This design comes from an exercise in tuning for a short achievable clock period on the open sky130 flow, not from production work. Only simulation tests tie the RTL to the original design; equivalence was not proved. Power and IR drop assume default switching activity.

## old
==> module fbw_fsafe, before the edit <==
module fbw_fsafe #(
    parameter integer TIMEOUT_MS = 800
) (
    input  wire        clk,
    input  wire        rst,
    input  wire        pkt_valid,
    input  wire [15:0] pkt_axisX,
    input  wire [15:0] pkt_axisY,
    input  wire        poll,
    input  wire [31:0] now,
    output wire [39:0] servo_angle,
    output wire        servo_upd,
    output wire        failsafe
);
    localparam [7:0] CENTER = 8'd90;
    reg        link_state;       
    reg        ts_valid;
    reg        fresh;
    reg [21:0] win_h0;           
    reg [21:0] win_h1;           
    reg [9:0]  win_lo;           
    reg [9:0]  win_hi;           
    reg [9:0]  win_bo;           
    reg        win_bo_ok;        
    reg        pkt_d;                
    reg        clr_d;                
    reg [7:0]  cap0, cap1, capY;     
    reg [7:0]  held0, held1, heldY;  
    wire [7:0] ax, ax_m, ay, ay_m;
    fbw_axmap u_mapx (.raw(pkt_axisX), .angle(ax), .angle_m(ax_m));
    fbw_axmap u_mapy (.raw(pkt_axisY), .angle(ay), .angle_m(ay_m));
    function ge10(input [9:0] a, input [9:0] b);
        reg r;
        integer i;
        begin
            r = 1'b1;
            for (i = 0; i < 10; i = i + 1)
                r = (a[i] & ~b[i]) | ((a[i] | ~b[i]) & r);
            ge10 = r;
        end
    endfunction
    wire [21:0] nh = now[31:10];
    wire [9:0]  nl = now[9:0];
    wire same_hi   = (nh == win_h0);
    wire next_hi   = (nh == win_h1);
    wire in_same   = ge10(nl, win_lo) && ge10(win_hi, nl);
    wire in_next   = win_bo_ok && ge10(win_bo, nl);
    wire in_window = (same_hi && in_same) || (next_hi && in_next);
    wire expired   = !ts_valid || !in_window;
    wire poll_exp  = poll && !fresh && expired;
    wire force_n   = !pkt_valid && poll_exp;
    assign servo_upd = !rst && (pkt_valid || poll_exp);
    assign failsafe  = rst || (!pkt_valid && (link_state || poll_exp));
    wire [10:0] lo_end  = {1'b0, nl} + TIMEOUT_MS;
    wire [10:0] lo_back = {1'b0, nl} - (11'd1024 - TIMEOUT_MS);
    wire [7:0] angle0 = pkt_d ? cap0 : clr_d ? CENTER : held0;
    wire [7:0] angle1 = pkt_d ? cap1 : clr_d ? CENTER : held1;
    wire [7:0] angleY = pkt_d ? capY : clr_d ? CENTER : heldY;
    always @(posedge clk) begin
        pkt_d <= pkt_valid;
        clr_d <= rst || force_n;
        cap0  <= ax;
        cap1  <= ax_m;
        capY  <= ay;
        held0 <= angle0;
        held1 <= angle1;
        heldY <= angleY;
    end
    always @(posedge clk) begin
        if (rst) begin
            link_state <= 1'b1;
            ts_valid   <= 1'b0;
            fresh      <= 1'b0;
        end else if (pkt_valid) begin
            link_state <= 1'b0;
            ts_valid   <= 1'b1;
            fresh      <= !poll;
        end else if (poll) begin
            fresh <= 1'b0;
            if (force_n)
                link_state <= 1'b1;
        end
    end
    always @(posedge clk) begin
        if (!rst && pkt_valid) begin
            win_h0    <= nh;
            win_h1    <= nh + 22'd1;
            win_lo    <= nl;
            win_hi    <= lo_end[10] ? 10'd1023 : lo_end[9:0];
            win_bo    <= lo_back[9:0];
            win_bo_ok <= !lo_back[10];
        end
    end
    assign servo_angle = {angleY, angleY, angleY, angle1, angle0};
endmodule
Settings: LEC_CHECK=0, CAP_MARGIN=20, CORE_MARGIN=2, CORE_UTILIZATION=40, SLEW_MARGIN=20; clock period 22.0 ns.
standard.sh (not shown) runs the stock make flow with config.mk's settings and CLKGATE_MAP_FILE= SYNTH_SCRIPT=/design/flow/synth_recipe.tcl, a recipe that flattens the netlist after the stock synthesis.
==> flow/flow/run.sh <==
#!/bin/bash
# Own flow: the standard layout (standard.sh: its synthesis script and steps), with
#  - MATCH_CELL_FOOTPRINT=0, so the resizer may change a gate to any size, not only to
#    sizes with the same footprint;
#  - slow stacked-transistor gates (4-input OR/NOR, 3-input OR/NOR and the larger
#    AOI/OAI forms) added to DONT_USE_CELLS, so synthesis and the resizer map the logic
#    to faster gates (flip-flop cells are not affected);
#  - pin regions (flow/io.tcl, ORFS's IO_CONSTRAINTS) that keep the ports of each
#    input-to-output path together on one edge.
# make's full output goes to flow_make.log here; each ORFS step logs under orfs/logs/.
set -euo pipefail
echo "export DONT_USE_CELLS += sky130_fd_sc_hd__a2111o_1 sky130_fd_sc_hd__a2111o_2 sky130_fd_sc_hd__a2111o_4 sky130_fd_sc_hd__a2111oi_0 sky130_fd_sc_hd__a2111oi_1 sky130_fd_sc_hd__a2111oi_2 sky130_fd_sc_hd__a2111oi_4 sky130_fd_sc_hd__a221o_1 sky130_fd_sc_hd__a221o_2 sky130_fd_sc_hd__a221o_4 sky130_fd_sc_hd__a221oi_1 sky130_fd_sc_hd__a221oi_2 sky130_fd_sc_hd__a221oi_4 sky130_fd_sc_hd__a222oi_1 sky130_fd_sc_hd__a311o_1 sky130_fd_sc_hd__a311o_2 sky130_fd_sc_hd__a311o_4 sky130_fd_sc_hd__a311oi_1 sky130_fd_sc_hd__a311oi_2 sky130_fd_sc_hd__a311oi_4 sky130_fd_sc_hd__a32o_1 sky130_fd_sc_hd__a32o_2 sky130_fd_sc_hd__a32o_4 sky130_fd_sc_hd__a32oi_1 sky130_fd_sc_hd__a32oi_2 sky130_fd_sc_hd__a32oi_4 sky130_fd_sc_hd__a41o_1 sky130_fd_sc_hd__a41o_2 sky130_fd_sc_hd__a41o_4 sky130_fd_sc_hd__a41oi_1 sky130_fd_sc_hd__a41oi_2 sky130_fd_sc_hd__a41oi_4 sky130_fd_sc_hd__nor3_1 sky130_fd_sc_hd__nor3_2 sky130_fd_sc_hd__nor3_4 sky130_fd_sc_hd__nor3b_1 sky130_fd_sc_hd__nor3b_2 sky130_fd_sc_hd__nor3b_4 sky130_fd_sc_hd__nor4_1 sky130_fd_sc_hd__nor4_2 sky130_fd_sc_hd__nor4_4 sky130_fd_sc_hd__nor4b_1 sky130_fd_sc_hd__nor4b_2 sky130_fd_sc_hd__nor4b_4 sky130_fd_sc_hd__nor4bb_1 sky130_fd_sc_hd__nor4bb_2 sky130_fd_sc_hd__nor4bb_4 sky130_fd_sc_hd__o2111a_1 sky130_fd_sc_hd__o2111a_2 sky130_fd_sc_hd__o2111a_4 sky130_fd_sc_hd__o2111ai_1 sky130_fd_sc_hd__o2111ai_2 sky130_fd_sc_hd__o2111ai_4 sky130_fd_sc_hd__o221a_1 sky130_fd_sc_hd__o221a_2 sky130_fd_sc_hd__o221a_4 sky130_fd_sc_hd__o221ai_1 sky130_fd_sc_hd__o221ai_2 sky130_fd_sc_hd__o221ai_4 sky130_fd_sc_hd__o311a_1 sky130_fd_sc_hd__o311a_2 sky130_fd_sc_hd__o311a_4 sky130_fd_sc_hd__o311ai_0 sky130_fd_sc_hd__o311ai_1 sky130_fd_sc_hd__o311ai_2 sky130_fd_sc_hd__o311ai_4 sky130_fd_sc_hd__o32a_1 sky130_fd_sc_hd__o32a_2 sky130_fd_sc_hd__o32a_4 sky130_fd_sc_hd__o32ai_1 sky130_fd_sc_hd__o32ai_2 sky130_fd_sc_hd__o32ai_4 sky130_fd_sc_hd__o41a_1 sky130_fd_sc_hd__o41a_2 sky130_fd_sc_hd__o41a_4 sky130_fd_sc_hd__o41ai_1 sky130_fd_sc_hd__o41ai_2 sky130_fd_sc_hd__o41ai_4 sky130_fd_sc_hd__or3_1 sky130_fd_sc_hd__or3_2 sky130_fd_sc_hd__or3_4 sky130_fd_sc_hd__or3b_1 sky130_fd_sc_hd__or3b_2 sky130_fd_sc_hd__or3b_4 sky130_fd_sc_hd__or4_1 sky130_fd_sc_hd__or4_2 sky130_fd_sc_hd__or4_4 sky130_fd_sc_hd__or4b_1 sky130_fd_sc_hd__or4b_2 sky130_fd_sc_hd__or4b_4 sky130_fd_sc_hd__or4bb_1 sky130_fd_sc_hd__or4bb_2 sky130_fd_sc_hd__or4bb_4" >> config.mk
bash standard.sh SETUP_SLACK_MARGIN=12.5 MATCH_CELL_FOOTPRINT=0 IO_CONSTRAINTS=$PWD/flow/io.tcl finish > flow_make.log 2>&1
Other scripts of this flow, unchanged in this note and not shown: flow/flow/io.tcl
Inputs modified between old and new:
==> flow/design.v, changed modules only <==
module fbw_fsafe #(
    parameter integer TIMEOUT_MS = 800
) (
    input  wire        clk,
    input  wire        rst,
    input  wire        pkt_valid,
    input  wire [15:0] pkt_axisX,
    input  wire [15:0] pkt_axisY,
    input  wire        poll,
    input  wire [31:0] now,
    output wire [39:0] servo_angle,
    output wire        servo_upd,
    output wire        failsafe
);
    localparam [7:0] CENTER = 8'd90;
    reg        link_state;       
    reg        ts_valid;
    reg        fresh;
    reg [21:0] win_h0;           
    reg [21:0] win_h1;           
    reg [9:0]  win_lo;           
    reg [9:0]  win_hi;           
    reg [9:0]  win_bo;           
    reg        win_bo_ok;        
    reg [7:0]  angle0, angle1, angleY;
    wire [7:0] ax, ax_m, ay, ay_m;
    fbw_axmap u_mapx (.raw(pkt_axisX), .angle(ax), .angle_m(ax_m));
    fbw_axmap u_mapy (.raw(pkt_axisY), .angle(ay), .angle_m(ay_m));
    function ge10(input [9:0] a, input [9:0] b);
        reg [15:0] g0, p0;
        reg [7:0]  g1, p1;
        reg [3:0]  g2, p2;
        reg [1:0]  g3, p3;
        integer j;
        begin
            g0 = {6'd0, a & ~b};
            p0 = {6'h3f, a | ~b};
            for (j = 0; j < 8; j = j + 1) begin
                g1[j] = g0[2*j+1] | (p0[2*j+1] & g0[2*j]);
                p1[j] = g0[2*j+1] | (p0[2*j+1] & p0[2*j]);
            end
            for (j = 0; j < 4; j = j + 1) begin
                g2[j] = g1[2*j+1] | (p1[2*j+1] & g1[2*j]);
                p2[j] = g1[2*j+1] | (p1[2*j+1] & p1[2*j]);
            end
            for (j = 0; j < 2; j = j + 1) begin
                g3[j] = g2[2*j+1] | (p2[2*j+1] & g2[2*j]);
                p3[j] = g2[2*j+1] | (p2[2*j+1] & p2[2*j]);
            end
            ge10 = g3[1] | (p3[1] & p3[0]);
        end
    endfunction
    wire [21:0] nh = now[31:10];
    wire [9:0]  nl = now[9:0];
    wire same_hi   = (nh == win_h0);
    wire next_hi   = (nh == win_h1);
    wire in_same   = ge10(nl, win_lo) && ge10(win_hi, nl);
    wire in_next   = win_bo_ok && ge10(win_bo, nl);
    wire in_window = (same_hi && in_same) || (next_hi && in_next);
    wire expired   = !ts_valid || !in_window;
    wire poll_exp  = poll && !fresh && expired;
    wire force_n   = !pkt_valid && poll_exp;
    assign servo_upd = !rst && (pkt_valid || poll_exp);
    assign failsafe  = rst || (!pkt_valid && (link_state || poll_exp));
    wire [10:0] lo_end  = {1'b0, nl} + TIMEOUT_MS;
    wire [10:0] lo_back = {1'b0, nl} - (11'd1024 - TIMEOUT_MS);
    always @(posedge clk) begin
        if (rst) begin
            link_state <= 1'b1;
            ts_valid   <= 1'b0;
            fresh      <= 1'b0;
            angle0 <= CENTER;
            angle1 <= CENTER;
            angleY <= CENTER;
        end else if (pkt_valid) begin
            link_state <= 1'b0;
            ts_valid   <= 1'b1;
            fresh      <= !poll;
            angle0 <= ax;
            angle1 <= ax_m;
            angleY <= ay;
        end else if (poll) begin
            fresh <= 1'b0;
            if (force_n) begin
                link_state <= 1'b1;
                angle0 <= CENTER;
                angle1 <= CENTER;
                angleY <= CENTER;
            end
        end
    end
    always @(posedge clk) begin
        if (!rst && pkt_valid) begin
            win_h0    <= nh;
            win_h1    <= nh + 22'd1;
            win_lo    <= nl;
            win_hi    <= lo_end[10] ? 10'd1023 : lo_end[9:0];
            win_bo    <= lo_back[9:0];
            win_bo_ok <= !lo_back[10];
        end
    end
    assign servo_angle = {angleY, angleY, angleY, angle1, angle0};
endmodule
Results
- For the worst path setup slack after routing, new came in 0.046 ns higher than old did.
- new vs old: combinational share of power up
- Going from old to new, instance count along the most critical hold path climbed 1, portion of total power attributed to the clock network climbed 3.3 points, area of placed instances dropped 4.5%.

## afterwards: timing with drivers on the ports
No port has a modelled driver above. Below, the same layouts with a new extraction and two added sets of constraints.
Step 1 (the two cells are an assumption about what drives the block):
set clk [get_ports {clk}]
set_driving_cell -lib_cell sky130_fd_sc_hd__clkbuf_16 $clk
set_driving_cell -lib_cell sky130_fd_sc_hd__buf_2 [delete_from_list [all_inputs] $clk]
Step 2 moves the port delays by t, midway between the first and last clock arrival at a register: inputs arrive t later, outputs are due t later. That takes back most of the time a late clock gives input paths.
Slacks: ideal ports / drivers / drivers and shift; pairs: ideal ports / drivers.
| run | shift t [ns] | setup slack, ns | worst setup path after step 2 | latest minus earliest clock arrival (ns) |
|---|---|---|---|---|
| old | 0.498 | 11.352 / 11.306 / 11.306 | input to output | 0.011 / 0.011 |
| new | 0.471 | 11.398 / 11.343 / 11.343 | input to output | 0.013 / 0.013 |
After both steps setup and hold are still met in every run listed. For new, which loses most, drivers alone change the setup slack by -0.055 ns; drivers and shift together by -0.055 ns.
